Optimization exercise on an open flow, not production practice.
RTL: at most simulated, not proved equivalent.
Function not checked: runs 1 and 2.
Power: default activity.

`flow/flow/run.sh`:
```
#!/bin/bash
# Layout: the standard flow (standard.sh) unchanged, except that the
# buffer put on every input and output port is the platform's smallest
# buffer cell instead of the one buffer_ports picks by default.
set -euo pipefail
export BUFFER_PORTS_ARGS="-buffer_cell sky130_fd_sc_hd__buf_1"
bash standard.sh > standard.log 2>&1
```
`flow/standard.sh`:
```
#!/bin/bash
# synth_recipe.tcl (not shown) runs the flow's synth.tcl, then flattens the netlist and writes it again
# the make line also repeats each setting of config.mk as NAME=value (left out here)
make -C /OpenROAD-flow-scripts/flow DESIGN_CONFIG=/design/flow/config.mk WORK_HOME=/design/flow/orfs CLKGATE_MAP_FILE= SYNTH_SCRIPT=/design/flow/synth_recipe.tcl "${@:-finish}"
```
`flow/config.mk`:
```
export PLATFORM = sky130hd
export DESIGN_NAME = inv16_core
export DESIGN_NICKNAME = inv16_core
export VERILOG_FILES = /design/flow/design.v
export SDC_FILE = /design/flow/constraint.sdc
export NUM_CORES = 4
export LEC_CHECK = 0
export CAP_MARGIN = 20
export CORE_MARGIN = 2
export CORE_UTILIZATION = 40
export SLEW_MARGIN = 20
```
`flow/constraint.sdc`:
```
create_clock -name core_clock -period 11.0 [get_ports {clk}]
set_input_delay 2.2000 -clock core_clock [delete_from_list [all_inputs] [get_ports {clk}]]
set_output_delay 2.2000 -clock core_clock [all_outputs]
set_load 0.01 [all_outputs]
```
`flow/design.v`:
```
module inv16_core (
    input  wire         clk,
    input  wire         rst,           
    input  wire         start,
    input  wire [15:0]  nsteps,
    output wire         busy,
    input  wire         hw_we,
    input  wire [4:0]   hw_sel,
    input  wire [15:0]  hw_data,
    output wire [255:0] regs,
    output wire [15:0]  pc_o,
    output wire         dir_o,
    output wire [1:0]   err_o,
    output wire         halted_o,
    output wire         brk_o,
    output wire         mem_req,
    output wire         mem_we,
    output wire [15:0]  mem_addr,
    output wire [15:0]  mem_wdata,
    input  wire         mem_ack,
    input  wire [15:0]  mem_rdata
);
    reg [15:0] x [0:15];
    reg [15:0] pc, steps, ir, P, Q;
    reg        dir, halted, brk_hit, m, ph;
    reg [1:0]  err;
    reg [3:0]  st, cnt;
    genvar gi;
    wire [255:0] xflat;
    generate
        for (gi = 0; gi < 16; gi = gi + 1) begin : g_regs
            assign xflat[16*gi +: 16] = x[gi];
        end
    endgenerate
    assign regs      = xflat;
    assign busy      = (st != 4'd0);
    assign pc_o      = pc;
    assign dir_o     = dir;
    assign err_o     = err;
    assign halted_o  = halted;
    assign brk_o     = brk_hit;
    assign mem_addr  = Q;
    assign mem_wdata = P;
    wire [3:0] op = ir[7:4];
    wire [3:0] fa = ir[3:0];
    wire [3:0] fb = ir[15:12];
    wire [3:0] fc = ir[11:8];
    wire        rx, rpc, rsteps, rns, rhw, rrd, rimm;
    wire [1:0]  rf, wf, asel;
    wire        xp, xq, xi, bm1, bmq, binv, cin, qen, qld;
    wire [2:0]  kv;
    wire        wx, wpc, wsteps, ldir, lerr, sbrk, cbrk, shalt, mset;
    wire [1:0]  errv;
    wire [3:0]  nst;
    wire        wz, sbit, qbit, cout, pk1, sen;
    wire [15:0] R, W;
    wire [16:0] SUM;
    inv16_ctl u_ctl (
        .st(st), .op(op), .fa(fa), .fb(fb), .fc3(fc[3]),
        .start(start), .hw_we(hw_we), .hw_sel(hw_sel), .hwd(hw_data[1:0]),
        .err(err), .halted(halted), .brk_hit(brk_hit), .dir(dir),
        .wz(wz), .mem_ack(mem_ack), .r0(R[0]), .m(m), .cnt(cnt), .ph(ph),
        .qbit(qbit), .pk1(pk1),
        .rx(rx), .rf(rf), .rpc(rpc), .rsteps(rsteps), .rns(rns), .rhw(rhw),
        .rrd(rrd), .rimm(rimm), .xp(xp), .xq(xq), .xi(xi), .asel(asel), .kv(kv),
        .bm1(bm1), .bmq(bmq), .binv(binv), .cin(cin), .qen(qen),
        .qld(qld), .wx(wx), .wf(wf), .wpc(wpc), .wsteps(wsteps),
        .req(mem_req), .wreq(mem_we), .nst(nst),
        .ldir(ldir), .lerr(lerr), .errv(errv), .sbrk(sbrk), .cbrk(cbrk),
        .shalt(shalt), .mset(mset)
    );
    wire [15:0] roh, woh;
    inv16_dec u_rdec (.en(rx), .f(rf == 2'd0 ? fa : rf == 2'd1 ? fb : fc), .oh(roh));
    inv16_dec u_wdec (.en(wx), .f(wf == 2'd0 ? fa : wf == 2'd1 ? fb : hw_sel[3:0]), .oh(woh));
    inv16_rdmux u_rdmux (
        .xs(xflat), .oh(roh),
        .s_pc(pc), .s_steps(steps), .s_imm(ir[15:8]),
        .e_pc(rpc), .e_steps(rsteps), .e_imm(rimm),
        .R(R)
    );
    inv16_wpath u_wpath (
        .R(R), .s_ns(nsteps), .s_hw(hw_data), .s_rd(mem_rdata),
        .e_ns(rns), .e_hw(rhw), .e_rd(rrd),
        .P(P), .Q(Q), .I(ir), .xp(xp), .xq(xq), .xi(xi), .clr(rst), .W(W), .wz(wz)
    );
    inv16_bitsel u_bitsel (
        .R(R), .cnt(cnt), .ph(ph), .op(op), .fc(fc[2:0]), .q15(Q[15]), .sh(Q[3:0]),
        .m(m), .cout(cout), .P15(P[15]), .sbit(sbit), .qbit(qbit), .pk1(pk1)
    );
    inv16_alu u_alu (
        .P(P), .R(R), .a0(Q[15] && op == 4'h9), .asel(asel), .kv(kv),
        .bm(bm1 | (bmq & Q[15])), .binv(binv), .cin(cin), .SUM(SUM)
    );
    assign cout = SUM[16];
    integer i;
    always @(posedge clk) begin
        for (i = 0; i < 16; i = i + 1)
            if (rst || woh[i]) x[i] <= W;
        if (rst || wpc) pc <= W;
        if (wsteps) steps <= W;
        if (st == 4'd2) ir <= mem_rdata;
        P <= {SUM[15:1], SUM[0] | (sbit && sen)};
        if (qen) Q <= qld ? W : {Q[14:0], qbit};
    end
    wire two = (op == 4'hD);
    assign sen = (st == 4'd9) && !(two && ph);
    always @(posedge clk) begin
        st  <= rst ? 4'd0 : nst;
        cnt <= (st == 4'd9) ? ((two && !ph) ? cnt : cnt - 4'd1) : 4'd15;
        ph  <= (st == 4'd9 && two) ? ~ph : 1'b0;
        if (mset) m <= (st == 4'd9) ? (P[15] ^ cout ^ ~m) : cout;
        if (rst) begin
            dir     <= 1'b0;
            err     <= 2'd0;
            halted  <= 1'b0;
            brk_hit <= 1'b0;
        end else begin
            if (ldir) dir <= hw_data[0];
            if (lerr) err <= errv;
            if (cbrk) brk_hit <= 1'b0;
            if (sbrk) brk_hit <= 1'b1;
            if (shalt) halted <= 1'b1;
        end
    end
endmodule
module inv16_ctl (
    input  wire [3:0] st, op, fa, fb,
    input  wire       fc3,
    input  wire       start, hw_we,
    input  wire [4:0] hw_sel,
    input  wire [1:0] hwd,
    input  wire [1:0] err,
    input  wire       halted, brk_hit, dir,
    input  wire       wz, mem_ack, r0, m,
    input  wire [3:0] cnt,
    input  wire       ph, qbit, pk1,
    output reg        rx,
    output reg  [1:0] rf,
    output reg        rpc, rsteps, rns, rhw, rrd, rimm,
    output reg        xp, xq, xi,
    output reg  [1:0] asel,
    output reg  [2:0] kv,
    output reg        bm1, bmq, binv, cin,  qen, qld,
    output reg        wx,
    output reg  [1:0] wf,
    output reg        wpc, wsteps, req, wreq,
    output reg  [3:0] nst,
    output reg        ldir, lerr,
    output reg  [1:0] errv,
    output reg        sbrk, cbrk, shalt, mset
);
    localparam S_IDLE = 4'd0,  S_PCQ = 4'd1,  S_FETCH = 4'd2, S_E0 = 4'd3;
    localparam S_E1   = 4'd4,  S_E2  = 4'd5,  S_E3    = 4'd6, S_E4 = 4'd7;
    localparam S_E5   = 4'd8,  S_IT  = 4'd9,  S_WB    = 4'd10, S_WB2 = 4'd11;
    localparam S_BK1  = 4'd12, S_BK2 = 4'd13, S_BK3   = 4'd14, S_BK4 = 4'd15;
    localparam OP_ADD = 4'h0, OP_SUB = 4'h1, OP_ROR = 4'h2, OP_ROL = 4'h3;
    localparam OP_SHR = 4'h4, OP_SHL = 4'h5, OP_AND = 4'h6, OP_ORA = 4'h7;
    localparam OP_MUL = 4'h8, OP_DIV = 4'h9, OP_CMP = 4'hA, OP_JEQ = 4'hB;
    localparam OP_XRI = 4'hC, OP_SRR = 4'hD, OP_SRM = 4'hE, OP_BRK = 4'hF;
    localparam F_A = 2'd0, F_B = 2'd1, F_C = 2'd2, F_H = 2'd3;
    localparam A_0 = 2'd0, A_P = 2'd1, A_SH = 2'd2, A_K = 2'd3;
    wire last = (cnt == 4'd0);
    wire two  = (op == OP_SRR);
    always @(*) begin
        rx = 1'b0; rf = F_A; rpc = 1'b0; rsteps = 1'b0; rns = 1'b0; rhw = 1'b0;
        rrd = 1'b0; rimm = 1'b0; xp = 1'b0; xq = 1'b0; xi = 1'b0;
        asel = A_P; kv = 3'b000; bm1 = 1'b0; bmq = 1'b0; binv = 1'b0; cin = 1'b0;
        qen = 1'b0; qld = 1'b0;
        wx = 1'b0; wf = F_A; wpc = 1'b0; wsteps = 1'b0;
        req = 1'b0; wreq = 1'b0;
        ldir = 1'b0; lerr = 1'b0; errv = 2'd0; sbrk = 1'b0; cbrk = 1'b0;
        shalt = 1'b0; mset = 1'b0;
        nst = st;
        begin
            case (st)
                S_IDLE: begin
                    if (start) begin
                        rns = 1'b1; wsteps = 1'b1; cbrk = 1'b1;
                        if (err == 2'd0 && !halted && !wz) nst = S_PCQ;
                    end else if (hw_we) begin
                        rhw  = 1'b1;
                        wf   = F_H;
                        wx   = !hw_sel[4];
                        wpc  = (hw_sel == 5'd16);
                        ldir = (hw_sel == 5'd17);
                        lerr = (hw_sel == 5'd18);
                        errv = hwd;
                    end
                end
                S_PCQ: begin
                    rpc = 1'b1; qen = 1'b1; qld = 1'b1;
                    nst = S_FETCH;
                end
                S_FETCH: begin
                    req = 1'b1;
                    if (mem_ack) nst = S_E0;
                end
                S_E0: begin
                    case (op)
                        OP_ADD, OP_SUB, OP_CMP: begin
                            rx = 1'b1; rf = F_B; asel = A_0; bm1 = 1'b1;
                            nst = S_E1;
                        end
                        OP_ROR, OP_ROL, OP_SHR, OP_SHL, OP_AND, OP_ORA, OP_MUL: begin
                            rx = 1'b1; rf = F_C; qen = 1'b1; qld = 1'b1;
                            nst = S_IT;
                        end
                        OP_DIV: begin
                            rx = 1'b1; rf = F_C;
                            nst = wz ? S_BK1 : S_E1;
                        end
                        OP_JEQ: begin
                            rx = 1'b1; rf = F_B; qen = 1'b1; qld = 1'b1;
                            nst = S_E1;
                        end
                        OP_XRI: begin
                            rimm = 1'b1; asel = A_0; bm1 = 1'b1;
                            nst = S_WB;
                        end
                        OP_SRR: begin
                            if (fc3) begin
                                lerr = 1'b1; errv = 2'd3; nst = S_IDLE;
                            end else
                                nst = S_IT;
                        end
                        OP_SRM: begin
                            rx = 1'b1; rf = F_A; asel = A_0; bm1 = 1'b1;
                            nst = S_E1;
                        end
                        default: begin  
                            sbrk = 1'b1;
                            if (fa == 4'hF && fb == 4'hF) begin
                                shalt = 1'b1; nst = S_IDLE;
                            end else
                                nst = S_BK1;
                        end
                    endcase
                end
                S_E1: begin
                    case (op)
                        OP_ADD, OP_SUB: begin
                            rx = 1'b1; rf = F_C; asel = A_P; bm1 = 1'b1;
                            binv = (op == OP_SUB); cin = (op == OP_SUB);
                            nst = S_WB;
                        end
                        OP_CMP: begin
                            rx = 1'b1; rf = F_C; asel = A_P; bm1 = 1'b1;
                            binv = 1'b1; cin = 1'b1; mset = 1'b1;
                            nst = S_E2;
                        end
                        OP_DIV: begin
                            rx = 1'b1; rf = F_B; qen = 1'b1; qld = 1'b1;
                            asel = A_0; mset = 1'b1;
                            nst = S_IT;
                        end
                        OP_JEQ: begin
                            rx = 1'b1; rf = F_C; xq = 1'b1;
                            nst = wz ? S_E2 : S_BK1;
                        end
                        default: begin  
                            rx = 1'b1; rf = F_B; qen = 1'b1; qld = 1'b1;
                            nst = S_E2;
                        end
                    endcase
                end
                S_E2: begin
                    case (op)
                        OP_CMP: begin
                            xp = 1'b1; asel = A_K;
                            kv = wz ? 3'b000 : m ? 3'b001 : 3'b111;
                            nst = S_WB;
                        end
                        OP_JEQ: begin
                            rx = 1'b1; rf = F_A;
                            if (r0) begin
                                lerr = 1'b1; errv = 2'd1; nst = S_IDLE;
                            end else begin
                                qen = 1'b1; qld = 1'b1; nst = S_E3;
                            end
                        end
                        default: begin  
                            req = 1'b1; rrd = 1'b1; wx = mem_ack;
                            if (mem_ack) nst = S_E3;
                        end
                    endcase
                end
                S_E3: begin
                    if (op == OP_JEQ) begin
                        req = 1'b1; rrd = 1'b1; xi = 1'b1;
                        if (mem_ack) begin
                            if (wz) nst = S_E4;
                            else begin
                                lerr = 1'b1; errv = 2'd2; nst = S_IDLE;
                            end
                        end
                    end else begin  
                        req = 1'b1; wreq = 1'b1;
                        if (mem_ack) nst = S_BK1;
                    end
                end
                S_E4: begin
                    rpc = 1'b1; wx = 1'b1;
                    nst = S_E5;
                end
                S_E5: begin
                    xq = 1'b1; wpc = 1'b1;
                    nst = S_BK3;
                end
                S_IT: begin
                    if (two && !ph) begin  
                        rx = 1'b1; rf = pk1 ? F_B : F_A;
                        asel = A_SH;
                    end else if (two) begin  
                        rx = 1'b1; rf = pk1 ? F_B : F_A;
                        qen = 1'b1;
                        if (last) nst = S_WB;
                    end else if (op == OP_DIV) begin
                        rx = 1'b1; rf = F_C; asel = A_SH; bm1 = 1'b1;
                        binv = !m; cin = !m; qen = 1'b1; mset = 1'b1;
                        if (last) nst = S_WB;
                    end else begin
                        rx = 1'b1; rf = F_B; asel = A_SH;
                        bmq = (op == OP_MUL);
                        qen = (op == OP_AND) || (op == OP_ORA) || (op == OP_MUL);
                        if (last) nst = S_WB;
                    end
                end
                S_WB: begin
                    wx = 1'b1;
                    if (op == OP_SRR) begin
                        xp = 1'b1; nst = S_WB2;
                    end else begin
                        rx = 1'b1; rf = F_A;
                        xq = (op == OP_DIV); xp = (op != OP_DIV);
                        nst = S_BK1;
                    end
                end
                S_WB2: begin
                    xq = 1'b1; wx = 1'b1; wf = F_B;
                    nst = S_BK1;
                end
                S_BK1: begin
                    rpc = 1'b1; asel = A_K; kv = {dir, 2'b10}; bm1 = 1'b1;
                    nst = S_BK2;
                end
                S_BK2: begin
                    xp = 1'b1; wpc = 1'b1; qen = 1'b1; qld = 1'b1;
                    nst = S_BK3;
                end
                S_BK3: begin
                    rsteps = 1'b1; asel = A_K; kv = 3'b111; bm1 = 1'b1;
                    nst = S_BK4;
                end
                default: begin  
                    xp = 1'b1; wsteps = 1'b1;
                    nst = (wz || brk_hit) ? S_IDLE : S_FETCH;
                end
            endcase
        end
    end
endmodule
module inv16_dec (
    input  wire        en,
    input  wire [3:0]  f,
    output wire [15:0] oh
);
    genvar g;
    generate
        for (g = 0; g < 16; g = g + 1) begin : g_oh
            assign oh[g] = en && (f == g);
        end
    endgenerate
endmodule
module inv16_rdmux (
    input  wire [255:0] xs,
    input  wire [15:0]  oh,
    input  wire [15:0]  s_pc, s_steps,
    input  wire [7:0]   s_imm,
    input  wire         e_pc, e_steps, e_imm,
    output reg  [15:0]  R
);
    integer i;
    always @(*) begin
        R = (s_pc & {16{e_pc}}) | (s_steps & {16{e_steps}}) |
            ({8'h00, s_imm} & {16{e_imm}});
        for (i = 0; i < 16; i = i + 1)
            R = R | (xs[16*i +: 16] & {16{oh[i]}});
    end
endmodule
module inv16_wpath (
    input  wire [15:0] R, s_ns, s_hw, s_rd,
    input  wire        e_ns, e_hw, e_rd,
    input  wire [15:0] P, Q, I,
    input  wire        xp, xq, xi, clr,
    output wire [15:0] W,
    output wire        wz
);
    wire [15:0] H = (s_ns & {16{e_ns}}) | (s_hw & {16{e_hw}}) | (s_rd & {16{e_rd}});
    wire [15:0] X = (P & {16{xp}}) | (Q & {16{xq}}) | (I & {16{xi}});
    assign W  = ((R | H) ^ X) & {16{~clr}};
    assign wz = (W == 16'h0000);
endmodule
module inv16_bitsel (
    input  wire [15:0] R,
    input  wire [3:0]  cnt,
    input  wire        ph,
    input  wire [3:0]  op,
    input  wire [2:0]  fc,
    input  wire        q15,
    input  wire [3:0]  sh,
    input  wire        m, cout, P15,
    output reg         sbit,
    output wire        qbit,
    output wire        pk1
);
    reg [7:0] t;
    always @(*) begin
        case (fc)
            3'd0: t = {2'd3, 2'd2, 2'd1, 2'd0};
            3'd1: t = {2'd3, 2'd2, 2'd0, 2'd1};
            3'd2: t = {2'd2, 2'd3, 2'd1, 2'd0};
            3'd3: t = {2'd2, 2'd3, 2'd0, 2'd1};
            3'd4: t = {2'd1, 2'd0, 2'd3, 2'd2};
            3'd5: t = {2'd0, 2'd1, 2'd2, 2'd3};
            3'd6: t = {2'd3, 2'd1, 2'd2, 2'd0};
            default: t = {2'd0, 2'd2, 2'd1, 2'd3};
        endcase
    end
    wire [1:0] pk = t[2*{ph, cnt[3]} +: 2];
    assign pk1 = pk[1];
    wire       shr_op = (op == 4'h2) || (op == 4'h4);
    wire       shl_op = (op == 4'h3) || (op == 4'h5);
    wire [4:0] isum   = {1'b0, cnt} + {1'b0, shl_op ? ~sh : sh} + {4'd0, shl_op};
    reg  [3:0] idx;
    reg        ival;
    always @(*) begin
        idx  = cnt;
        ival = 1'b1;
        if (shr_op) begin idx = isum[3:0]; ival = ~isum[4]; end
        if (shl_op) begin idx = isum[3:0]; ival =  isum[4]; end
        if (op == 4'hD) idx = {pk[0], cnt[2:0]};
    end
    wire rbit = R[idx];
    always @(*) begin
        case (op)
            4'h6:    sbit = q15 & rbit;
            4'h7:    sbit = q15 | rbit;
            4'hD:    sbit = rbit;
            4'h2, 4'h3, 4'h4, 4'h5: sbit = ival & rbit;
            default: sbit = 1'b0;
        endcase
    end
    assign qbit = (op == 4'h9) ? (P15 ^ cout ^ m) : sbit;
endmodule
module inv16_alu (
    input  wire [15:0] P, R,
    input  wire        a0,
    input  wire [1:0]  asel,
    input  wire [2:0]  kv,
    input  wire        bm, binv, cin,
    output wire [16:0] SUM
);
    wire [15:0] K = {{14{kv[2]}}, kv[1], kv[0]};
    reg  [15:0] A;
    always @(*) begin
        case (asel)
            2'd0:    A = 16'h0000;
            2'd1:    A = P;
            2'd2:    A = {P[14:0], a0};
            default: A = K;
        endcase
    end
    wire [15:0] B = (R & {16{bm}}) ^ {16{binv}};
    wire [8:0]  c;
    wire [8:0]  c0, c1;
    wire [7:0]  s0, s1;
    assign c[0]  = cin;
    assign c0[0] = 1'b0;
    assign c1[0] = 1'b1;
    genvar g;
    generate
        for (g = 0; g < 8; g = g + 1) begin : g_lo
            assign SUM[g]  = A[g] ^ B[g] ^ c[g];
            assign c[g+1]  = (A[g] & B[g]) | (c[g] & (A[g] ^ B[g]));
        end
        for (g = 0; g < 8; g = g + 1) begin : g_hi
            assign s0[g]    = A[g+8] ^ B[g+8] ^ c0[g];
            assign c0[g+1]  = (A[g+8] & B[g+8]) | (c0[g] & (A[g+8] ^ B[g+8]));
            assign s1[g]    = A[g+8] ^ B[g+8] ^ c1[g];
            assign c1[g+1]  = (A[g+8] & B[g+8]) | (c1[g] & (A[g+8] ^ B[g+8]));
        end
    endgenerate
    assign SUM[15:8] = c[8] ? s1 : s0;
    assign SUM[16]   = c[8] ? c1[8] : c0[8];
endmodule
```
==> flow_summary.yaml, run 1 <==
grt:
  grt_pass1_wl_um: 122000
  grt_overflow: 0
  grt_max_degree: 29
  track_usage: 0.3695
  grt_antenna_before_repair: 1
  grt_pass1_vias: 16220
pwr:
  p_sw_mw: 2.938
  p_leak_nw: 8.027
  p_int_mw: 3.809
  p_comb_frac: 0.435
  p_seq_frac: 0.366
  netSwitchingFraction: 0.4354
  power.density_mw_per_mm2: 296.8
  clkPwrFrac: 0.199
  vdd_drop_max_mv: 0.2445
placed_design:
  place_hpwl_um: 66610
  gp_congestion: 1.035
  place_inst: 2534
  pre_cts_ws_ns: -0.2970
  placed_area_sq_mm: 0.02124
  port_buffers: 369
clocking:
  tritoncts: "done"
  clk_pin_slew_ns: 0.06
  clk_latency_ns: 0.58
  clockBufferDepth: 3
  cts.sinks: 351
  clockRootBuffer: "clkbuf_16"
  hold_buffers: 0
  htreeDepth: 2
  cts_buffers: 39
worst_setup_path:
  cp-endpoint: "Q[0]"
  r2r_cells: 38
  startpoint_type: "flop"
  critPathMaxStageDelay_ns: 0.47
  crit_path_max_fanout: 7
  r2r_slack_ns: 0.18
  end_kind: "flop"
  slowest_stage: "edfxtp_1"
  path_common_cell: "fa_1"
  crit_arrival_ns: 11.12
  rr_startpoint: "ir[5]"
  required_ns: 11.31
  setup.worst_path.start: "ir[5]"
  crit_type: "flop to flop"
  reg2reg_to: "Q[0]"
cells_and_area:
  nFillCells: 3978
  stdcell_count: 2617
  area_delta_synth_final_pct: 28.03
  final_cell_area_sq_mm: 0.02273
  nets: 2073
  drive_gt1_frac: 0.1991
logic_synthesis:
  synthMuxAreaShare: 0.03531
  ys_seq_area_frac: 0.5769
  yosysWarnings: 6
  yosysTopAreaCell: "edfxtp_1"
  synth_compound_area_frac: 0.1849
  synth-simple-area-share: 0.1294
  synth_top_family_by_area: "compound AO/OA/AOI/OAI gates"
  avgSynthCellArea_sq_um: 12.15
  synthArstFlopShare: 0
  yosys_most_used_dff: "edfxtp_1"
  synth-seq-cells: 351
  yosysUniqueCellTypes: 110
  syn_area_sq_mm: 0.01775
  syn_inst: 1461
  yosysTopAreaCellShare: 0.5430
  synth-edff-count: 321
  synth_nets: 1540
  synth_xor_area_frac: 0.01974
  yosys-top-cells-area: "edfxtp_1 (54%), dfxtp_1 (3.4%), nand2_1 (2.5%), nand3_1 (2.1%), a222oi_1 (2.0%)"
  synth_fa_ha_area_frac: 0.02115
detailed_routing:
  drtPass1Iterations: 8
  num_vias: 17070
  top_layer_used: "met5"
  drtIter0Drc: 2779
  routedWlPerCell_um: 33.45
  totalWireLength_um: 87550
  antenna_left: 0
  wl_met1_um: 34250
  drt-vias-per-instance: 6.523
  wl_met3_um: 10440
  met2WireLength_um: 39360
  drcViolationCount: 0
die:
  dieHeight_um: 214.7
  rows: 77
  die-width_um: 214.7
  core-area_sq_mm: 0.04403
  start_util: 0.4032
  die_area_sq_mm: 0.04608
  pin_count: 370
status:
  status: "timing/DRC/antenna clean"
timing:
  final_hold_viol_count: 0
  period_minus_slack_ns: 10.82
  layout_setup_ws_ns: 0.1838
  setup_tns_ns: 0
  skew_ns: 0.02201
  post-route-period-util: 0.9833
  slew_headroom: 0.3112
  worstMarginPinSlew_ns: 1.031
  finalMaxSlewViolations: 0
  finalSetupViolCount: 0
  fmax_mhz: 92.45
run:
  cap_violations: 0
hold_path:
  hold_path_class: "flop to flop"
## final cells by class
cell class | instances | area (sq um) | area share
clock inverters | 28 | 290.3 | 0.01277
flip-flops and latches | 351 | 10240 | 0.4508
diodes | 1 | 2.502 | 0.0001101
inverters | 40 | 150.1 | 0.006606
repair buffers | 587 | 3166 | 0.1393
clock buffers | 43 | 991.0 | 0.04360
multi-input cells | 975 | 7142 | 0.3142
well taps | 592 | 740.7 | 0.03259
## critical path: cells and delay by family, from the launching register on
| kind | cells | cell delay, ns |
|---|---|---|
| adders and majority gates | 14 | 5.41 |
| AOI/OAI and AO/OA | 12 | 2.44 |
| and+or+nand+nor | 6 | 1.11 |
| buffers and inverters | 4 | 0.76 |
| DFF | 1 | 0.47 |
| xor gates and xnor gates | 2 | 0.35 |
## logic make-up (layout without fill, tap and decap cells)
| group | Yosys count | count (layout) |
|---|---|---|
| buffers and inverters | 135 | 698 |
| other | 0 | 1 |
| and+or+nand+nor | 440 | 440 |
| xor gates and xnor gates | 40 | 40 |
| muxes | 55 | 55 |
| adders and majority gates | 21 | 21 |
| DFF | 351 | 351 |
| AOI/OAI and AO/OA | 419 | 419 |
## sequential cells by signal, indices dropped and copies added, names as in the netlist
register and count:
pc 16, brk_hit 1, err 2, P 16, Q 16, steps 16
halted 1, cnt 4, st 4, dir 1, x 256, ph 1
ir 16, m 1
## stage by stage
stage / util / hold WS (ns) / total power [mW]
5_1_grt: 0.5161 / 0.5208 / 6.935
3_3_place_gp: 0.4823 / 0.4800 / 5.265
4_1_cts: 0.5119 / 0.4975 / 6.619
3_5_place_dp: 0.4825 / 0.4826 / 5.275
6_report: 0.5162 / 0.4824 / 6.746
2_1_floorplan: - / 0.4897 / 3.704
## worst min path at each step
stage | startpoint | cells after the start | end | slack (ns)
floorplan | err[0] | 2 | err[0] | 0.49
global placement | dir | 2 | dir | 0.48
detailed placement | halted | 2 | halted | 0.48
CTS | err[1] | 2 | err[1] | 0.50
global route | dir | 2 | dir | 0.52
finish | err[1] | 2 | err[1] | 0.48
## Yosys cell counts (10+ instances only)
library cell	instances
a2111oi_0	13
a211o_1	11
a211oi_1	38
a21oi_1	48
a221oi_1	21
a222oi_1	35
a22o_1	16
a22oi_1	22
and2_1	13
and3_1	10
and4_1	11
buf_2	31
clkbuf_1	53
dfxtp_1	30
edfxtp_1	321
fa_1	15
inv_1	37
mux2_2	30
mux2i_1	21
nand2_1	119
nand3_1	74
nand4_1	24
nor2_1	88
nor3_1	21
nor4_1	12
o2111ai_1	16
o211ai_1	11
o21ai_0	64
o31ai_1	13
xnor2_1	23
xor2_1	17
## metal layers
metal  global-route usage  vias up
met5                    0        -
met4               0.1289        2
met3              0.08496      240
met2               0.5706     1392
met1               0.5121     8486
li1                     -     6950
## cell usage in the layout, fill, tap and decap left out, types with 37 or more instances in the layout
master | netlist | final
o21ai_0 | 64 | 57
buf_4 | 7 | 204
nor2_1 | 88 | 86
buf_1 | 3 | 369
edfxtp_1 | 321 | 321
clkbuf_16 | 0 | 39
a21oi_1 | 48 | 48
nand2_1 | 119 | 117
nand3_1 | 74 | 74
inv_1 | 37 | 37
## power by group through the flow
stage,Combinational (mW),Sequential [mW],Clock [mW]
2_1_floorplan,1.28,2.43,0
3_3_place_gp,2.79,2.48,0
3_5_place_dp,2.80,2.48,0
4_1_cts,2.81,2.45,1.35
5_1_grt,3.05,2.48,1.40
6_report,2.93,2.47,1.34
## repair_timing
action / 4_1_cts / 5_1_grt
gates cloned: 0 / 0
pin swaps: 0 / 10
gates resized for setup: 2 / 23
setup endpoints to repair: 2 / 3
setup buffers: 0 / 10
==> run 2: changes to the inputs <==
--- a/flow/config.mk
+++ b/flow/config.mk
@@ -8,4 +8,5 @@
 export CAP_MARGIN = 20
 export CORE_MARGIN = 2
 export CORE_UTILIZATION = 40
+export GPL_TIMING_DRIVEN = 0
 export SLEW_MARGIN = 20
==> flow_summary.yaml, run 2 <==
status:
  status: "timing/DRC/antenna clean"
timing:
  slew_headroom: 0.08889
  final_hold_viol_count: 0
  fmax_mhz: 92.21
  worstMarginPinSlew_ns: 1.367
  finalMaxSlewViolations: 0
  post-route-period-util: 0.9859
  finalSetupViolCount: 0
  period_minus_slack_ns: 10.84
  skew_ns: 0.02798
worst_setup_path:
  r2r_slack_ns: 0.16
  cp-endpoint: "Q[0]"
  setup.worst_path.start: "ir[8]"
  crit_type: "flop to flop"
  rr_startpoint: "ir[8]"
  crit_arrival_ns: 11.16
  crit_path_max_fanout: 10
  startpoint_type: "flop"
  path_common_cell: "fa_1"
  slowest_stage: "edfxtp_1"
  r2r_cells: 39
  end_kind: "flop"
  required_ns: 11.31
  critPathMaxStageDelay_ns: 0.47
  reg2reg_to: "Q[0]"
pwr:
  p_int_mw: 3.895
  clkPwrFrac: 0.194
  p_leak_nw: 8.160
  p_seq_frac: 0.350
  p_comb_frac: 0.456
  netSwitchingFraction: 0.4432
  vdd_drop_max_mv: 0.1304
  power.density_mw_per_mm2: 297.9
  p_sw_mw: 3.100
cells_and_area:
  regMostFlops: "x"
  seq_area_sq_mm: 0.01024
  area_delta_synth_final_pct: 32.28
  multi_input_area_sq_mm: 0.007821
  stdcell_count: 2623
  nFillCells: 3868
  nets: 2078
  final_cell_mix: "buf_1 (371), edfxtp_1 (321), buf_4 (115), nand2_1 (107), nor2_1 (74)"
  layout_commonest_cell: "buf_1"
  largest_reg_flops: 256
  final_cell_area_sq_mm: 0.02348
  drive_gt1_frac: 0.2188
logic_synthesis:
  ys_seq_area_frac: 0.5769
  syn_area_sq_mm: 0.01775
  avgSynthCellArea_sq_um: 12.15
  synthArstFlopShare: 0
  yosys_most_used_dff: "edfxtp_1"
  yosysTopAreaCell: "edfxtp_1"
  yosysTopAreaCellShare: 0.5430
  synth-edff-count: 321
  yosysUniqueCellTypes: 110
  syn_inst: 1461
  synth-seq-cells: 351
  synth_nets: 1540
  synth.most_common_cell: "edfxtp_1"
  yosys-top-cells-area: "edfxtp_1 (54%), dfxtp_1 (3.4%), nand2_1 (2.5%), nand3_1 (2.1%), a222oi_1 (2.0%)"
  synth_common_cells: "edfxtp_1 (321), nand2_1 (119), nor2_1 (88), nand3_1 (74), o21ai_0 (64)"
  yosysWarnings: 6
clocking:
  cts_buffers: 39
  clk_pin_slew_ns: 0.06
  htreeDepth: 2
  clk_latency_ns: 0.58
  clockRootBuffer: "clkbuf_16"
  hold_buffers: 0
  clockBufferDepth: 3
  cts.sinks: 351
  tritoncts: "done"
grt:
  grt_max_degree: 21
  grt_pass1_wl_um: 123100
  grt_overflow: 0
  grt_pass1_vias: 16263
  grt_antenna_before_repair: 2
  track_usage: 0.3760
detailed_routing:
  totalWireLength_um: 90260
  drt-vias-per-instance: 6.704
  antenna_left: 0
  num_vias: 17585
  routedWlPerCell_um: 34.41
  drtPass1Iterations: 6
  drcViolationCount: 0
  drtIter0Drc: 3016
placed_design:
  gp_congestion: 0.9990
  place_hpwl_um: 65180
  place_inst: 2451
  port_buffers: 369
  placed_area_sq_mm: 0.02055
die:
  pin_count: 370
  start_util: 0.4032
  rows: 77
  dieHeight_um: 214.7
  die-width_um: 214.7
  core-area_sq_mm: 0.04403
  die_area_sq_mm: 0.04608
hold_path:
  whs_path_depth: 2
  hold_path_class: "flop to flop"
run:
  cap_violations: 0
[run 2: cell counts after synthesis]
Identical to the previous run, type by type.
[run 2: cells by family (layout without fill, tap and decap cells)]
kind of cell,Yosys count,after routing,synth area share
buf+inv,135,702,0.03264
compound gates,419,420,0.1849
flops,351,351,0.5769
simple gates,440,440,0.1294
other cells,0,2,0
xor+xnor,40,40,0.01974
fa+ha+maj,21,21,0.02115
mux,55,55,0.03531
[run 2: final cells by class]
type | instances | share of cell area
Antenna cell | 2 | 0.0002132
Buffer | 91 | 0.02478
Clock buffer | 46 | 0.04268
Clock inverter | 25 | 0.01188
Inverter | 40 | 0.006448
Multi-Input combinational cell | 976 | 0.3331
Sequential cell | 351 | 0.4362
Tap cell | 592 | 0.03155
Timing Repair Buffer | 500 | 0.1132
[run 2: power groups by stage]
stage,clock network [mW],logic [mW],registers (mW)
finish,1.35,3.19,2.45
global route,1.40,3.28,2.46
CTS,1.35,2.92,2.43
detailed placement,0,2.63,2.45
global placement,0,2.49,2.46
floorplan,0,1.28,2.43
[run 2: critical path: cells and delay by family, from the launching register on]
family                     cells  cell delay (ns)
DFF                            1             0.47
buffers and inverters          5             0.95
xor gates and xnor gates       1             0.14
AOI/OAI and AO/OA             11             2.14
and+or+nand+nor                8             1.49
adders and majority gates     14             5.35
[run 2: worst min path at each step]
stage,start,slack (ns),end
3_3_place_gp,halted,0.47,halted
3_5_place_dp,dir,0.48,dir
6_report,dir,0.49,dir
4_1_cts,dir,0.49,dir
2_1_floorplan,err[0],0.49,err[0]
5_1_grt,err[0],0.52,err[0]
[run 2: per-layer routing]
| layer | global-route usage | up-vias | routed length [um] |
|---|---|---|---|
| met2 | 0.5573 | 1614 | 38720 |
| met4 | 0.1796 | 0 | 5743 |
| met3 | 0.1186 | 390 | 12610 |
| met1 | 0.5008 | 8603 | 33180 |
| met5 | 0 | - | 0 |
| li1 | - | 6978 | - |
[run 2: timing repair]
action	in CTS	in global routing
resized for setup	121	87
setup buffers	63	39
pin swaps	32	36
setup endpoints to repair	5	3
gates cloned	1	1
[run 2: through the flow]
stage | setup TNS [ns] | hold WS [ns] | power (mW) | utilization | setup WS, ns
after floorplan | 0 | 0.4897 | 3.704 | - | 0.002204
after global placement | -18.01 | 0.4747 | 4.953 | 0.4518 | -3.345
after detailed placement | -3.417 | 0.4800 | 5.079 | 0.4668 | -1.269
after CTS | 0 | 0.4903 | 6.700 | 0.5193 | 0.02924
after global routing | -0.06189 | 0.5195 | 7.140 | 0.5332 | -0.06189
final | 0 | 0.4850 | 6.995 | 0.5333 | 0.1550
==> run 3: changes to the inputs <==
--- a/flow/design.v
+++ b/flow/design.v
@@ -471,25 +471,5 @@
         endcase
     end
     wire [15:0] B = (R & {16{bm}}) ^ {16{binv}};
-    wire [8:0]  c;
-    wire [8:0]  c0, c1;
-    wire [7:0]  s0, s1;
-    assign c[0]  = cin;
-    assign c0[0] = 1'b0;
-    assign c1[0] = 1'b1;
-    genvar g;
-    generate
-        for (g = 0; g < 8; g = g + 1) begin : g_lo
-            assign SUM[g]  = A[g] ^ B[g] ^ c[g];
-            assign c[g+1]  = (A[g] & B[g]) | (c[g] & (A[g] ^ B[g]));
-        end
-        for (g = 0; g < 8; g = g + 1) begin : g_hi
-            assign s0[g]    = A[g+8] ^ B[g+8] ^ c0[g];
-            assign c0[g+1]  = (A[g+8] & B[g+8]) | (c0[g] & (A[g+8] ^ B[g+8]));
-            assign s1[g]    = A[g+8] ^ B[g+8] ^ c1[g];
-            assign c1[g+1]  = (A[g+8] & B[g+8]) | (c1[g] & (A[g+8] ^ B[g+8]));
-        end
-    endgenerate
-    assign SUM[15:8] = c[8] ? s1 : s0;
-    assign SUM[16]   = c[8] ? c1[8] : c0[8];
+    assign SUM = {1'b0, A} + {1'b0, B} + {16'd0, cin};
 endmodule
==> flow_summary.yaml, run 3 <==
hold_path:
  hold_path_class: "flop to flop"
worst_setup_path:
  end_kind: "flop"
  path_common_cell: "a21oi_1"
  slowest_stage: "or4_1"
  startpoint_type: "flop"
  required_ns: 11.44
  crit_arrival_ns: 11.03
  critPathMaxStageDelay_ns: 0.75
  crit_type: "flop to flop"
  crit_path_max_fanout: 20
logic_synthesis:
  synth_compound_area_frac: 0.2076
  synth_top_family_by_area: "compound AO/OA/AOI/OAI gates"
  yosysWarnings: 6
  synth.most_common_cell: "edfxtp_1"
  synth-seq-cells: 351
  ys_seq_area_frac: 0.5870
  avgSynthCellArea_sq_um: 12.21
  synth-simple-area-share: 0.1050
  yosys-top-cells-area: "edfxtp_1 (55%), dfxtp_1 (3.4%), a21oi_1 (2.6%), o21ai_0 (2.2%), a222oi_1 (2.0%)"
  yosysTopAreaCell: "edfxtp_1"
  yosys_most_used_dff: "edfxtp_1"
  yosysTopAreaCellShare: 0.5525
  synthArstFlopShare: 0
  synth_nets: 1508
  synth_common_cells: "edfxtp_1 (321), a21oi_1 (91), nand2_1 (79), o21ai_0 (75), nor2_1 (70)"
  synthMuxAreaShare: 0.03070
  syn_area_sq_mm: 0.01745
  syn_inst: 1429
  yosysUniqueCellTypes: 92
  synth-edff-count: 321
  synth_fa_ha_area_frac: 0.01592
  synth_xor_area_frac: 0.02309
detailed_routing:
  routedWlPerCell_um: 31.33
  num_vias: 15877
  drcViolationCount: 0
  drtPass1Iterations: 8
  antenna_left: 0
  drtIter0Drc: 2226
  totalWireLength_um: 77350
  drt-vias-per-instance: 6.431
placed_design:
  place_hpwl_um: 58420
  pre_cts_ws_ns: 0.1621
  port_buffers: 369
  place_inst: 2397
  gp_congestion: 0.9362
cells_and_area:
  layout_commonest_cell: "buf_1"
  regMostFlops: "x"
  stdcell_count: 2469
  nFillCells: 3956
  final_cell_mix: "buf_1 (379), edfxtp_1 (321), a21oi_1 (85), nand2_1 (79), o21ai_0 (75)"
  area_delta_synth_final_pct: 22.13
  largest_reg_flops: 256
  drive_gt1_frac: 0.1078
  nets: 1935
clocking:
  tritoncts: "done"
  clk_pin_slew_ns: 0.07
  htreeDepth: 2
  hold_buffers: 0
  clk_latency_ns: 0.58
  clockRootBuffer: "clkbuf_16"
  cts_buffers: 39
  cts.sinks: 351
  clockBufferDepth: 3
die:
  start_util: 0.4050
  die_area_sq_mm: 0.04530
  pin_count: 370
  dieHeight_um: 212.8
  core-area_sq_mm: 0.04308
  rows: 76
  die-width_um: 212.8
pwr:
  power.density_mw_per_mm2: 267.8
  p_leak_nw: 7.316
  p_seq_frac: 0.397
  clkPwrFrac: 0.249
  netSwitchingFraction: 0.4023
  p_sw_mw: 2.295
  p_comb_frac: 0.354
  p_int_mw: 3.410
  finalPower_mw: 5.705
  vdd_drop_max_mv: 0.1742
timing:
  layout_setup_ws_ns: 0.4040
  post-route-period-util: 0.9633
  finalSetupViolCount: 0
  final_hold_viol_count: 0
  slew_headroom: 0.2003
  period_minus_slack_ns: 10.60
  fmax_mhz: 94.37
  setup_tns_ns: 0
  rsz0062_at_grt: "no"
  skew_ns: 0.03941
  hold-worst-slack_ns: 0.5186
  finalMaxSlewViolations: 0
  worstMarginPinSlew_ns: 1.196
grt:
  grt_max_degree: 21
  track_usage: 0.3328
  grt_pass1_vias: 14674
  grt_pass1_wl_um: 106700
  grt_overflow: 0
  grt_antenna_before_repair: 0
status:
  status: "timing/DRC/antenna clean"
run:
  cap_violations: 0
## run 3: cell types whose count changed after synthesis, sizes merged, moves of 13 or more
cell,delta
nand3,-17
nand2,-41
a21oi,+41
nand4,-16
nor2,-18
o21bai,+13
a21o,+13
a211oi,-24
fa,-13
ha,+13
a32oi,+16
and4,-13
## run 3: routing by layer
layer / routed length, um / share of wire / GRT usage / vias to the layer above
met5: 0 / 0 / 0 / -
met4: 2925 / 0.038 / 0.1160 / 0
met3: 9040 / 0.12 / 0.07957 / 161
met2: 35520 / 0.46 / 0.5275 / 1109
met1: 29860 / 0.39 / 0.4473 / 7990
li1: - / - / - / 6617
## run 3: power groups by stage
stage	sequential, mW	clock, mW	combinational [mW]
finish	2.27	1.42	2.02
global route	2.28	1.47	2.14
CTS	2.25	1.42	1.97
detailed placement	2.27	0	1.96
global placement	2.27	0	1.91
floorplan	2.28	0	0.993
## run 3: stage by stage
stage,instance area (sq um),util
floorplan,17450,-
global placement,19560,0.4541
detailed placement,19920,0.4624
CTS,21270,0.4937
global route,21300,0.4945
finish,21310,0.4946
## run 3: worst paths after layout
| check | start | endpoint | slack, ns | cells after the start |
|---|---|---|---|---|
| max | ir[6] | Q[0] | 0.40 | 36 |
| min | halted | halted | 0.52 | 2 |
| max reg2reg | ir[6] | Q[0] | 0.40 | 36 |
| min reg2reg | halted | halted | 0.52 | 2 |
## run 3: kinds of logic (layout without fill, tap and decap cells)
family          count (synthesis)  in the layout
compound gates                489            489
xor+xnor                       46             46
fa+ha+maj                      21             21
buf+inv                       124            578
flops                         351            351
mux                            47             47
other cells                     0              1
simple gates                  351            351
## run 3: repair_timing
action                                  4_1_cts  5_1_grt
endpoints found under the setup margin        0        2
setup buffers                                 0        2
gates resized for setup                       0        7
## run 3: critical path: cells and delay by family (launching register included)
kind,cells,cell delay (ns)
muxes,2,0.99
and+or+nand+nor,15,4.45
AOI/OAI and AO/OA,14,3.06
adders and majority gates,1,0.46
buffers and inverters,4,1.05
DFF,1,0.40
## run 3: cell type report
class | count | area, sq um | area share
clock inverters | 26 | 361.6 | 0.01697
repair buffers | 386 | 1573 | 0.07382
diodes | 1 | 2.502 | 0.0001175
plain buffers | 94 | 425.4 | 0.01997
multi-input cells | 954 | 6872 | 0.3225
well taps | 585 | 732.0 | 0.03436
flip-flops and latches | 351 | 10240 | 0.4806
inverters | 30 | 112.6 | 0.005285
clock buffers | 42 | 987.2 | 0.04634
==> run 4: changes to the inputs <==
--- a/flow/config.mk
+++ b/flow/config.mk
@@ -8,5 +8,4 @@
 export CAP_MARGIN = 20
 export CORE_MARGIN = 2
 export CORE_UTILIZATION = 40
-export GPL_TIMING_DRIVEN = 0
 export SLEW_MARGIN = 20
==> flow_summary.yaml, run 4 <==
logic_synthesis:
  synth-edff-count: 321
  synth_nets: 1508
  syn_area_sq_mm: 0.01745
  synth_common_cells: "edfxtp_1 (321), a21oi_1 (91), nand2_1 (79), o21ai_0 (75), nor2_1 (70)"
  avgSynthCellArea_sq_um: 12.21
  yosysWarnings: 6
  synth-seq-cells: 351
  yosys-top-cells-area: "edfxtp_1 (55%), dfxtp_1 (3.4%), a21oi_1 (2.6%), o21ai_0 (2.2%), a222oi_1 (2.0%)"
  syn_inst: 1429
  synth.most_common_cell: "edfxtp_1"
  yosysTopAreaCell: "edfxtp_1"
  synthArstFlopShare: 0
  yosysUniqueCellTypes: 92
  yosys_most_used_dff: "edfxtp_1"
  ys_seq_area_frac: 0.5870
  yosysTopAreaCellShare: 0.5525
grt:
  grt_overflow: 0
  grt_max_degree: 43
  grt_antenna_before_repair: 0
  grt_pass1_vias: 14734
  track_usage: 0.3300
  grt_pass1_wl_um: 106200
placed_design:
  port_buffers: 369
  gp_congestion: 0.9986
  place_hpwl_um: 56990
die:
  die-width_um: 212.8
  core-area_sq_mm: 0.04308
  dieHeight_um: 212.8
  die_area_sq_mm: 0.04530
  start_util: 0.4050
  pin_count: 370
  rows: 76
clocking:
  hold_buffers: 0
  cts_buffers: 39
  clockBufferDepth: 3
  ctsResizeCount: 0
  cts.sinks: 351
  clockRootBuffer: "clkbuf_16"
  clk_latency_ns: 0.57
  clk_pin_slew_ns: 0.06
  tritoncts: "done"
  postCtsSetupBuffers: 0
  htreeDepth: 2
run:
  cap_violations: 0
cells_and_area:
  layout_commonest_cell: "buf_1"
  largest_reg_flops: 256
  drive_gt1_frac: 0.1064
  final_cell_mix: "buf_1 (368), edfxtp_1 (321), a21oi_1 (91), nand2_1 (79), o21ai_0 (75)"
  seq_area_sq_mm: 0.01024
  multi_input_area_sq_mm: 0.006802
  regMostFlops: "x"
  nFillCells: 3907
  nets: 1886
  area_delta_synth_final_pct: 19.73
timing:
  hold-worst-slack_ns: 0.5093
  final_hold_viol_count: 0
  worstMarginPinSlew_ns: 1.169
  finalMaxSlewViolations: 0
  post-route-period-util: 0.9250
  setup_tns_ns: 0
  skew_ns: 0.03011
  slew_headroom: 0.2204
  finalSetupViolCount: 0
  period_minus_slack_ns: 10.18
  fmax_mhz: 98.28
  rsz0062_at_grt: "no"
worst_setup_path:
  crit_arrival_ns: 10.59
  slowest_stage: "dfxtp_1"
  path_common_cell: "a21oi_1"
  crit_path_max_fanout: 25
  startpoint_type: "flop"
  critPathMaxStageDelay_ns: 0.87
  crit_type: "flop to flop"
  end_kind: "flop"
  required_ns: 11.42
detailed_routing:
  antenna_left: 0
  drcViolationCount: 0
  totalWireLength_um: 76730
  drtIter0Drc: 2129
  drtPass1Iterations: 6
  num_vias: 15697
  drt-vias-per-instance: 6.489
  routedWlPerCell_um: 31.72
pwr:
  vdd_drop_max_mv: 0.1450
  power.density_mw_per_mm2: 263.9
  p_leak_nw: 7.214
hold_path:
  hold_path_class: "flop to flop"
status:
  status: "timing/DRC/antenna clean"
==> run 4: cell types whose count changed in the layout (fill, tap and decap cells not counted), moves of 4 or more <==
| cell | before | now |
|---|---|---|
| nor2_1 | 65 | 70 |
| bufinv_16 | 8 | 1 |
| nor2_2 | 6 | 1 |
| o21bai_2 | 2 | 6 |
| buf_2 | 20 | 0 |
| o21bai_4 | 5 | 0 |
| buf_6 | 8 | 0 |
| clkbuf_1 | 57 | 12 |
| a21oi_1 | 85 | 91 |
| buf_1 | 379 | 368 |
| buf_4 | 11 | 62 |
==> run 4: critical path: cells and delay by family, from the launching register on <==
family	cells	cell delay [ns]
buf+inv	1	0.23
compound gates	19	4.64
flops	1	0.87
fa+ha+maj	1	0.44
simple gates	12	3.26
mux	1	0.54
==> run 4: worst paths after layout <==
| check | startpoint | cells past startpoint | slack (ns) | to |
|---|---|---|---|---|
| worst max register to register | st[2] | 34 | 0.82 | Q[0] |
| worst min register to register | halted | 2 | 0.51 | halted |
| worst max-delay path | st[2] | 34 | 0.82 | Q[0] |
| worst min-delay path | halted | 2 | 0.51 | halted |
==> run 4: kinds of logic after synthesis <==
family                     synth area share
xor gates and xnor gates            0.02309
buffers and inverters               0.03070
adders and majority gates           0.01592
DFF                                  0.5870
AOI/OAI and AO/OA                    0.2076
and+or+nand+nor                      0.1050
muxes                               0.03070
==> run 4: cell type report <==
type | instances | share of cell area
flip-flops and latches | 351 | 0.4902
diodes | 1 | 0.0001198
well taps | 585 | 0.03504
clock inverters | 15 | 0.005391
multi-input cells | 954 | 0.3256
repair buffers | 431 | 0.08865
inverters | 30 | 0.005391
clock buffers | 52 | 0.04954
==> run 4: power breakdown <==
| group | leakage (nW) | internal [mW] | switching [mW] |
|---|---|---|---|
| sequential | 3.51 | 1.95 | 0.385 |
| combinational | 3.15 | 0.618 | 1.33 |
| clock | 0.557 | 0.685 | 0.545 |
==> run 4: layer usage <==
layer	track usage	wire, um	up-vias
met1	0.4426	29460	7861
met2	0.5166	35260	1147
met5	0	0	-
li1	-	-	6525
met4	0.1239	3019	0
met3	0.08339	8990	164
==> run 4: metrics by stage <==
stage,util,cell area [sq um],power [mW],cells,worst slack (ns)
after floorplan,-,17450,3.276,1429,2.715
after CTS,0.4848,20890,5.458,2418,0.9770
final,0.4849,20890,5.511,2419,0.8247
after global routing,0.4848,20890,5.689,2418,0.1226
after global placement,0.4581,19730,4.228,2351,1.189
after detailed placement,0.4582,19740,4.238,2351,0.9680
==> run 5: changes to the inputs <==
==> flow/flow/run.sh (replaced) <==
#!/bin/bash
# Layout: the standard flow (standard.sh) unchanged, except that the
# buffer put on every input and output port is the platform's smallest
# buffer cell instead of the one buffer_ports picks by default, and that
# clock tree synthesis adds no dummy loads.
set -euo pipefail
export BUFFER_PORTS_ARGS="-buffer_cell sky130_fd_sc_hd__buf_1"
export CTS_ARGS="-sink_clustering_enable -repair_clock_nets -dont_use_dummy_load"
bash standard.sh > standard.log 2>&1
==> flow_summary.yaml, run 5 <==
cells_and_area:
  nets: 1886
  largest_reg_flops: 256
  area_delta_synth_final_pct: 18.76
  drive_gt1_frac: 0.1030
  regMostFlops: "x"
  layout_commonest_cell: "buf_1"
  stdcell_count: 2392
  final_cell_mix: "buf_1 (368), edfxtp_1 (321), a21oi_1 (91), nand2_1 (79), o21ai_0 (75)"
grt:
  grt_pass1_wl_um: 106100
  grt_pass1_vias: 14720
  grt_overflow: 0
  use_met3: 0.08237
  met1_usage: 0.4400
  track_usage: 0.3300
  grt_max_degree: 43
  use_met2: 0.5166
  grt.busiest_layer: "met2"
  grt_antenna_before_repair: 1
timing:
  finalMaxSlewViolations: 0
  post-route-period-util: 0.9248
  slew_headroom: 0.2172
  setup_tns_ns: 0
  final_hold_viol_count: 0
  finalSetupViolCount: 0
  worstMarginPinSlew_ns: 1.174
  skew_ns: 0.04802
  layout_setup_ws_ns: 0.8275
  rsz0062_at_grt: "no"
  period_minus_slack_ns: 10.17
  fmax_mhz: 98.30
logic_synthesis:
  synth_common_cells: "edfxtp_1 (321), a21oi_1 (91), nand2_1 (79), o21ai_0 (75), nor2_1 (70)"
  synth.most_common_cell: "edfxtp_1"
  synth-simple-area-share: 0.1050
  yosys_most_used_dff: "edfxtp_1"
  yosysTopAreaCell: "edfxtp_1"
  yosys-top-cells-area: "edfxtp_1 (55%), dfxtp_1 (3.4%), a21oi_1 (2.6%), o21ai_0 (2.2%), a222oi_1 (2.0%)"
  synth-seq-cells: 351
  synth_nets: 1508
  yosysWarnings: 6
  yosysTopAreaCellShare: 0.5525
  synthArstFlopShare: 0
  synth_fa_ha_area_frac: 0.01592
  synth_top_family_by_area: "compound AO/OA/AOI/OAI gates"
  ys_seq_area_frac: 0.5870
  synthMuxAreaShare: 0.03070
  synth_compound_area_frac: 0.2076
  syn_area_sq_mm: 0.01745
  syn_inst: 1429
  yosysUniqueCellTypes: 92
  avgSynthCellArea_sq_um: 12.21
  synth-edff-count: 321
  synth_xor_area_frac: 0.02309
clocking:
  hold_buffers: 0
  tritoncts: "done"
  cts_buffers: 39
  clockRootBuffer: "clkbuf_16"
  ctsResizeCount: 0
  cts.sinks: 351
  postCtsSetupBuffers: 0
  htreeDepth: 2
  clk_pin_slew_ns: 0.05
  clk_latency_ns: 0.56
  clockBufferDepth: 3
worst_setup_path:
  crit_buf_inv: 1
  end_kind: "flop"
  crit_path_max_fanout: 25
  path_common_cell: "a21oi_1"
  crit_type: "flop to flop"
  required_ns: 11.38
  crit_arrival_ns: 10.55
  critPathMaxStageDelay_ns: 0.87
  startpoint_type: "flop"
  slowest_stage: "dfxtp_1"
  crit_family: "compound AO/OA/AOI/OAI gates"
die:
  rows: 76
  die-width_um: 212.8
  core-area_sq_mm: 0.04308
  pin_count: 370
  dieHeight_um: 212.8
  start_util: 0.4050
  die_area_sq_mm: 0.04530
hold_path:
  hold_path_class: "flop to flop"
detailed_routing:
  drtIter0Drc: 2091
  drt-vias-per-instance: 6.520
  totalWireLength_um: 76510
  drcViolationCount: 0
  drtPass1Iterations: 9
  num_vias: 15595
  routedWlPerCell_um: 31.98
  antenna_left: 0
placed_design:
  place_hpwl_um: 56990
  gp_congestion: 0.9986
  port_buffers: 369
  place_inst: 2351
  pre_cts_ws_ns: 0.9680
pwr:
  p_sw_mw: 2.208
  p_leak_nw: 7.137
  power.density_mw_per_mm2: 260.6
  netSwitchingFraction: 0.4088
  p_comb_frac: 0.360
  vdd_drop_max_mv: 0.1413
  finalPower_mw: 5.400
  clkPwrFrac: 0.207
  p_seq_frac: 0.433
  p_int_mw: 3.192
status:
  status: "timing/DRC/antenna clean"
run:
  cap_violations: 0
run 5: power groups by stage:
stage	Clock [mW]	Sequential, mW	Combinational [mW]
3_5_place_dp	0	2.34	1.89
4_1_cts	1.12	2.32	1.90
5_1_grt	1.17	2.35	2.06
6_report	1.12	2.34	1.94
3_3_place_gp	0	2.35	1.88
2_1_floorplan	0	2.28	0.993
run 5: area by class of cell:
class | count | area (sq um)
diodes | 2 | 5.005
clock buffers | 39 | 975.9
fillers | 3919 | 22360
inverters | 30 | 112.6
multi-input cells | 954 | 6802
flip-flops and latches | 351 | 10240
well taps | 585 | 732.0
repair buffers | 431 | 1852
run 5: cell families (layout without fill, tap and decap cells):
kind of cell | after synthesis | count (layout)
flip-flops | 351 | 351
buffers and inverters | 124 | 500
AO/OA/AOI/OAI | 489 | 489
AND/OR/NAND/NOR | 351 | 351
multiplexers | 47 | 47
XOR/XNOR | 46 | 46
other | 0 | 2
adder cells (fa/ha/maj) | 21 | 21
run 5: worst reg2reg max path, delay by kind of cell (launching register included):
kind / cells / cell delay (ns)
adders and majority gates: 1 / 0.44
DFF: 1 / 0.87
buffers and inverters: 1 / 0.24
AOI/OAI and AO/OA: 19 / 4.64
muxes: 1 / 0.54
and+or+nand+nor: 12 / 3.30
run 5: through the flow:
stage	utilization	hold WS [ns]	area, sq um
floorplan	-	0.5087	17450
global placement	0.4581	0.4969	19730
detailed placement	0.4582	0.5063	19740
CTS	0.4809	0.5180	20710
global route	0.4809	0.5621	20710
finish	0.4810	0.5076	20720
run 5: final timing paths:
| path | from | to | slack [ns] | cells past startpoint |
|---|---|---|---|---|
| setup / recovery | st[2] | Q[0] | 0.83 | 34 |
| hold / removal | halted | halted | 0.51 | 2 |
| setup reg to reg | st[2] | Q[0] | 0.83 | 34 |
| hold reg to reg | halted | halted | 0.51 | 2 |
run 5: metal layers:
metal,part of all wire,routed length (um)
met5,0,0
met4,0.041,3128
met3,0.11,8778
met2,0.46,35130
met1,0.39,29470
==> run 6: changes to the inputs <==
--- a/flow/flow/run.sh
+++ b/flow/flow/run.sh
@@ -5,5 +5,5 @@
 # clock tree synthesis adds no dummy loads.
 set -euo pipefail
 export BUFFER_PORTS_ARGS="-buffer_cell sky130_fd_sc_hd__buf_1"
-export CTS_ARGS="-sink_clustering_enable -repair_clock_nets -dont_use_dummy_load"
+export CTS_ARGS="-sink_clustering_enable -repair_clock_nets -dont_use_dummy_load -sink_clustering_size 30 -sink_clustering_max_diameter 100"
 bash standard.sh > standard.log 2>&1
==> flow_summary.yaml, run 6 <==
cells_and_area:
  largest_reg_flops: 256
  nets: 1865
  final_cell_mix: "buf_1 (368), edfxtp_1 (321), a21oi_1 (91), nand2_1 (79), o21ai_0 (75)"
  drive_gt1_frac: 0.09249
  layout_commonest_cell: "buf_1"
  nFillCells: 3974
  regMostFlops: "x"
  area_delta_synth_final_pct: 15.74
grt:
  track_usage: 0.3267
  grt_pass1_vias: 14541
  grt_pass1_wl_um: 105600
  grt_antenna_before_repair: 1
  grt_overflow: 0
  grt_max_degree: 43
pwr:
  p_comb_frac: 0.388
  vdd_drop_max_mv: 0.1572
  clkPwrFrac: 0.144
  power.density_mw_per_mm2: 247.2
  p_int_mw: 2.860
  p_leak_nw: 6.879
  p_seq_frac: 0.467
  p_sw_mw: 2.131
  netSwitchingFraction: 0.4270
  finalPower_mw: 4.991
detailed_routing:
  antenna_left: 0
  drt-vias-per-instance: 6.492
  drtIter0Drc: 2036
  routedWlPerCell_um: 31.99
  num_vias: 15385
  drtPass1Iterations: 7
  drcViolationCount: 0
  totalWireLength_um: 75820
logic_synthesis:
  synth_nets: 1508
  synthArstFlopShare: 0
  yosysUniqueCellTypes: 92
  synth_common_cells: "edfxtp_1 (321), a21oi_1 (91), nand2_1 (79), o21ai_0 (75), nor2_1 (70)"
  ys_seq_area_frac: 0.5870
  synth.most_common_cell: "edfxtp_1"
  yosysWarnings: 6
  yosys_most_used_dff: "edfxtp_1"
  yosys-top-cells-area: "edfxtp_1 (55%), dfxtp_1 (3.4%), a21oi_1 (2.6%), o21ai_0 (2.2%), a222oi_1 (2.0%)"
  syn_inst: 1429
  synth-seq-cells: 351
  avgSynthCellArea_sq_um: 12.21
  synth-edff-count: 321
  yosysTopAreaCellShare: 0.5525
  syn_area_sq_mm: 0.01745
  yosysTopAreaCell: "edfxtp_1"
timing:
  post-route-period-util: 0.9191
  skew_ns: 0.1296
  rsz0062_at_grt: "no"
  slew_headroom: 0.2435
  finalMaxSlewViolations: 0
  period_minus_slack_ns: 10.11
  fmax_mhz: 98.91
  final_hold_viol_count: 0
  finalSetupViolCount: 0
  setup_tns_ns: 0
  worstMarginPinSlew_ns: 1.135
die:
  die_area_sq_mm: 0.04530
  core-area_sq_mm: 0.04308
  rows: 76
  start_util: 0.4050
  dieHeight_um: 212.8
  pin_count: 370
  die-width_um: 212.8
clocking:
  postCtsSetupBuffers: 0
  hold_buffers: 0
  cts.sinks: 351
  tritoncts: "done"
  cts_buffers: 18
  ctsResizeCount: 0
  clk_pin_slew_ns: 0.08
  htreeDepth: 1
  clockRootBuffer: "clkbuf_16"
  clk_latency_ns: 0.59
  clockBufferDepth: 3
worst_setup_path:
  required_ns: 11.35
  slowest_stage: "dfxtp_1"
  crit_path_max_fanout: 25
  end_kind: "flop"
  critPathMaxStageDelay_ns: 0.88
  startpoint_type: "flop"
  crit_arrival_ns: 10.46
  path_common_cell: "a21oi_1"
  crit_type: "flop to flop"
placed_design:
  place_hpwl_um: 56990
  port_buffers: 369
  gp_congestion: 0.9986
status:
  status: "timing/DRC/antenna clean"
hold_path:
  hold_path_class: "flop to flop"
run:
  cap_violations: 0
## run 6: cell counts after synthesis
Identical to the previous run, type by type.
## run 6: metal layers
layer | GRT usage | share of wire
met5 | 0 | 0
met4 | 0.1097 | 0.037
met3 | 0.07531 | 0.11
met2 | 0.5205 | 0.46
met1 | 0.4404 | 0.39
## run 6: power by group through the flow
stage / clock network [mW] / registers (mW) / logic [mW]
after floorplan: 0 / 2.28 / 0.993
after global placement: 0 / 2.35 / 1.88
after detailed placement: 0 / 2.34 / 1.89
after CTS: 0.715 / 2.32 / 1.90
after global routing: 0.759 / 2.35 / 2.06
final: 0.719 / 2.33 / 1.94
## run 6: kinds of logic after synthesis
kind of cell,after synthesis,synth area share
compound gates,489,0.2076
xor+xnor,46,0.02309
fa+ha+maj,21,0.01592
buf+inv,124,0.03070
flops,351,0.5870
mux,47,0.03070
simple gates,351,0.1050
## run 6: through the flow
step | instance area (sq um) | setup WS, ns | hold WS (ns) | std cells | utilization
5_1_grt | 20190 | 0.1411 | 0.5616 | 2369 | 0.4687
3_5_place_dp | 19740 | 0.9680 | 0.5063 | 2351 | 0.4582
6_report | 20190 | 0.8895 | 0.5133 | 2370 | 0.4687
3_3_place_gp | 19730 | 1.189 | 0.4969 | 2351 | 0.4581
4_1_cts | 20190 | 0.9624 | 0.5177 | 2369 | 0.4687
2_1_floorplan | 17450 | 2.715 | 0.5087 | 1429 | -
## run 6: path summary, 6_finish.rpt
| kind | start | end | slack [ns] | cells past startpoint |
|---|---|---|---|---|
| hold / removal | halted | halted | 0.51 | 2 |
| setup / recovery | st[2] | Q[0] | 0.89 | 34 |
| setup reg to reg | st[2] | Q[0] | 0.89 | 34 |
| hold reg to reg | halted | halted | 0.51 | 2 |
## run 6: cell type report
class	count	area [sq um]	share of cell area
Multi-Input combinational cell	954	6802	0.3369
Clock buffer	18	450.4	0.02231
Antenna cell	1	2.502	0.0001239
Sequential cell	351	10240	0.5072
Inverter	30	112.6	0.005577
Timing Repair Buffer	431	1852	0.09171
Tap cell	585	732.0	0.03625
## run 6: worst max-delay path: cells and delay by family (launching register included)
kind,cells,cell delay (ns)
compound gates,19,4.58
mux,1,0.54
flops,1,0.88
fa+ha+maj,1,0.44
buf+inv,1,0.23
simple gates,12,3.28
==> run 7: changes to the inputs <==
--- a/flow/flow/run.sh
+++ b/flow/flow/run.sh
@@ -5,5 +5,5 @@
 # clock tree synthesis adds no dummy loads.
 set -euo pipefail
 export BUFFER_PORTS_ARGS="-buffer_cell sky130_fd_sc_hd__buf_1"
-export CTS_ARGS="-sink_clustering_enable -repair_clock_nets -dont_use_dummy_load -sink_clustering_size 30 -sink_clustering_max_diameter 100"
+export CTS_ARGS="-sink_clustering_enable -repair_clock_nets -dont_use_dummy_load -sink_clustering_size 25 -sink_clustering_max_diameter 80"
 bash standard.sh > standard.log 2>&1
==> flow_summary.yaml, run 7 <==
hold_path:
  hold_path_class: "flop to flop"
  whs_endpoint: "halted"
  min-delay-start: "halted"
  whs_path_depth: 2
grt:
  track_usage: 0.3269
  use_met2: 0.5166
  met1_usage: 0.4435
  grt_pass1_wl_um: 105700
  grt_max_degree: 43
  grt.busiest_layer: "met2"
  grt_pass1_vias: 14575
  use_met3: 0.07310
  grt_antenna_before_repair: 1
  grt_overflow: 0
timing:
  final_hold_viol_count: 0
  fmax_mhz: 98.47
  slew_headroom: 0.2483
  finalSetupViolCount: 0
  skew_ns: 0.09463
  worstMarginPinSlew_ns: 1.128
  finalMaxSlewViolations: 0
  post-route-period-util: 0.9233
  setup_tns_ns: 0
  rsz0062_at_grt: "no"
  period_minus_slack_ns: 10.16
detailed_routing:
  num_vias: 15465
  drcViolationCount: 0
  antenna_left: 0
  routedWlPerCell_um: 32.02
  drt-vias-per-instance: 6.514
  totalWireLength_um: 76010
  drtPass1Iterations: 8
  drtIter0Drc: 2133
worst_setup_path:
  reg2reg_to: "Q[0]"
  critPathMaxStageDelay_ns: 0.87
  startpoint_type: "flop"
  required_ns: 11.38
  crit_arrival_ns: 10.54
  r2r_cells: 34
  r2r_slack_ns: 0.84
  crit_path_max_fanout: 25
  path_common_cell: "a21oi_1"
  crit_type: "flop to flop"
  slowest_stage: "dfxtp_1"
  end_kind: "flop"
  rr_startpoint: "st[2]"
logic_synthesis:
  yosys-top-cells-area: "edfxtp_1 (55%), dfxtp_1 (3.4%), a21oi_1 (2.6%), o21ai_0 (2.2%), a222oi_1 (2.0%)"
  synthArstFlopShare: 0
  synth_nets: 1508
  synth-seq-cells: 351
  ys_seq_area_frac: 0.5870
  syn_inst: 1429
  avgSynthCellArea_sq_um: 12.21
  yosysTopAreaCell: "edfxtp_1"
  synth-edff-count: 321
  synth_common_cells: "edfxtp_1 (321), a21oi_1 (91), nand2_1 (79), o21ai_0 (75), nor2_1 (70)"
  yosysWarnings: 6
  yosysUniqueCellTypes: 92
  syn_area_sq_mm: 0.01745
  synth.most_common_cell: "edfxtp_1"
  yosys_most_used_dff: "edfxtp_1"
  yosysTopAreaCellShare: 0.5525
clocking:
  ctsResizeCount: 0
  clk_pin_slew_ns: 0.06
  hold_buffers: 0
  postCtsSetupBuffers: 0
  clockBufferDepth: 3
  cts.sinks: 351
  cts_buffers: 23
  tritoncts: "done"
  clk_latency_ns: 0.60
  clockRootBuffer: "clkbuf_16"
  htreeDepth: 1
pwr:
  vdd_drop_max_mv: 0.1322
  p_comb_frac: 0.381
  p_seq_frac: 0.459
  netSwitchingFraction: 0.4223
  clkPwrFrac: 0.160
  p_leak_nw: 6.940
  p_int_mw: 2.936
  power.density_mw_per_mm2: 250.2
  p_sw_mw: 2.147
placed_design:
  place_hpwl_um: 56990
  placed_area_sq_mm: 0.01974
  gp_congestion: 0.9986
  port_buffers: 369
die:
  rows: 76
  core-area_sq_mm: 0.04308
  start_util: 0.4050
  pin_count: 370
  die_area_sq_mm: 0.04530
  dieHeight_um: 212.8
  die-width_um: 212.8
cells_and_area:
  final_cell_mix: "buf_1 (368), edfxtp_1 (321), a21oi_1 (91), nand2_1 (79), o21ai_0 (75)"
  final_cell_area_sq_mm: 0.02031
  largest_reg_flops: 256
  layout_commonest_cell: "buf_1"
  nets: 1870
  area_delta_synth_final_pct: 16.44
  regMostFlops: "x"
  drive_gt1_frac: 0.09503
  diodes: 0
status:
  status: "timing/DRC/antenna clean"
run:
  cap_violations: 0
run 7: kinds of logic after synthesis:
logic type      count (synthesis)  share of synthesized area
simple gates                  351                     0.1050
compound gates                489                     0.2076
mux                            47                    0.03070
buf+inv                       124                    0.03070
flops                         351                     0.5870
xor+xnor                       46                    0.02309
fa+ha+maj                      21                    0.01592
run 7: power by group through the flow:
stage               clock network, mW  logic (mW)  registers (mW)
floorplan                           0       0.993            2.28
global placement                    0        1.88            2.35
detailed placement                  0        1.89            2.34
CTS                             0.812        1.90            2.32
global route                    0.856        2.06            2.35
finish                          0.814        1.94            2.33
run 7: metal layers:
metal,vias up,wire length [um]
met2,1104,35140
met5,-,0
li1,6458,-
met1,7754,29070
met3,149,8763
met4,0,3035
run 7: critical path, delay by kind of cell (launching register included):
kind | cells | cell delay (ns)
AND/OR/NAND/NOR | 12 | 3.28
multiplexers | 1 | 0.54
buffers and inverters | 1 | 0.24
AO/OA/AOI/OAI | 19 | 4.61
flip-flops | 1 | 0.87
adder cells (fa/ha/maj) | 1 | 0.44
run 7: area by class of cell:
class | count | area (sq um)
Multi-Input combinational cell | 954 | 6802
Fill cell | 3972 | 22760
Tap cell | 585 | 732.0
Inverter | 30 | 112.6
Clock buffer | 23 | 575.6
Timing Repair Buffer | 431 | 1852
Sequential cell | 351 | 10240
run 7: per-stage QoR:
stage / power [mW] / std cells / setup WS [ns] / hold slack [ns] / util
2_1_floorplan: 3.276 / 1429 / 2.715 / 0.5087 / -
3_3_place_gp: 4.228 / 2351 / 1.189 / 0.4969 / 0.4581
3_5_place_dp: 4.238 / 2351 / 0.9680 / 0.5063 / 0.4582
4_1_cts: 5.032 / 2374 / 0.9418 / 0.5182 / 0.4716
5_1_grt: 5.260 / 2374 / 0.1258 / 0.5622 / 0.4716
6_report: 5.083 / 2374 / 0.8442 / 0.5127 / 0.4716
run 7: worst max-delay path by stage:
| stage | start | end |
|---|---|---|
| after detailed placement | st[2] | Q[0] |
| after global routing | st[2] | Q[0] |
| after floorplan | st[1] | Q[0] |
| after CTS | st[2] | Q[0] |
| final | st[2] | Q[0] |
| after global placement | st[2] | Q[0] |
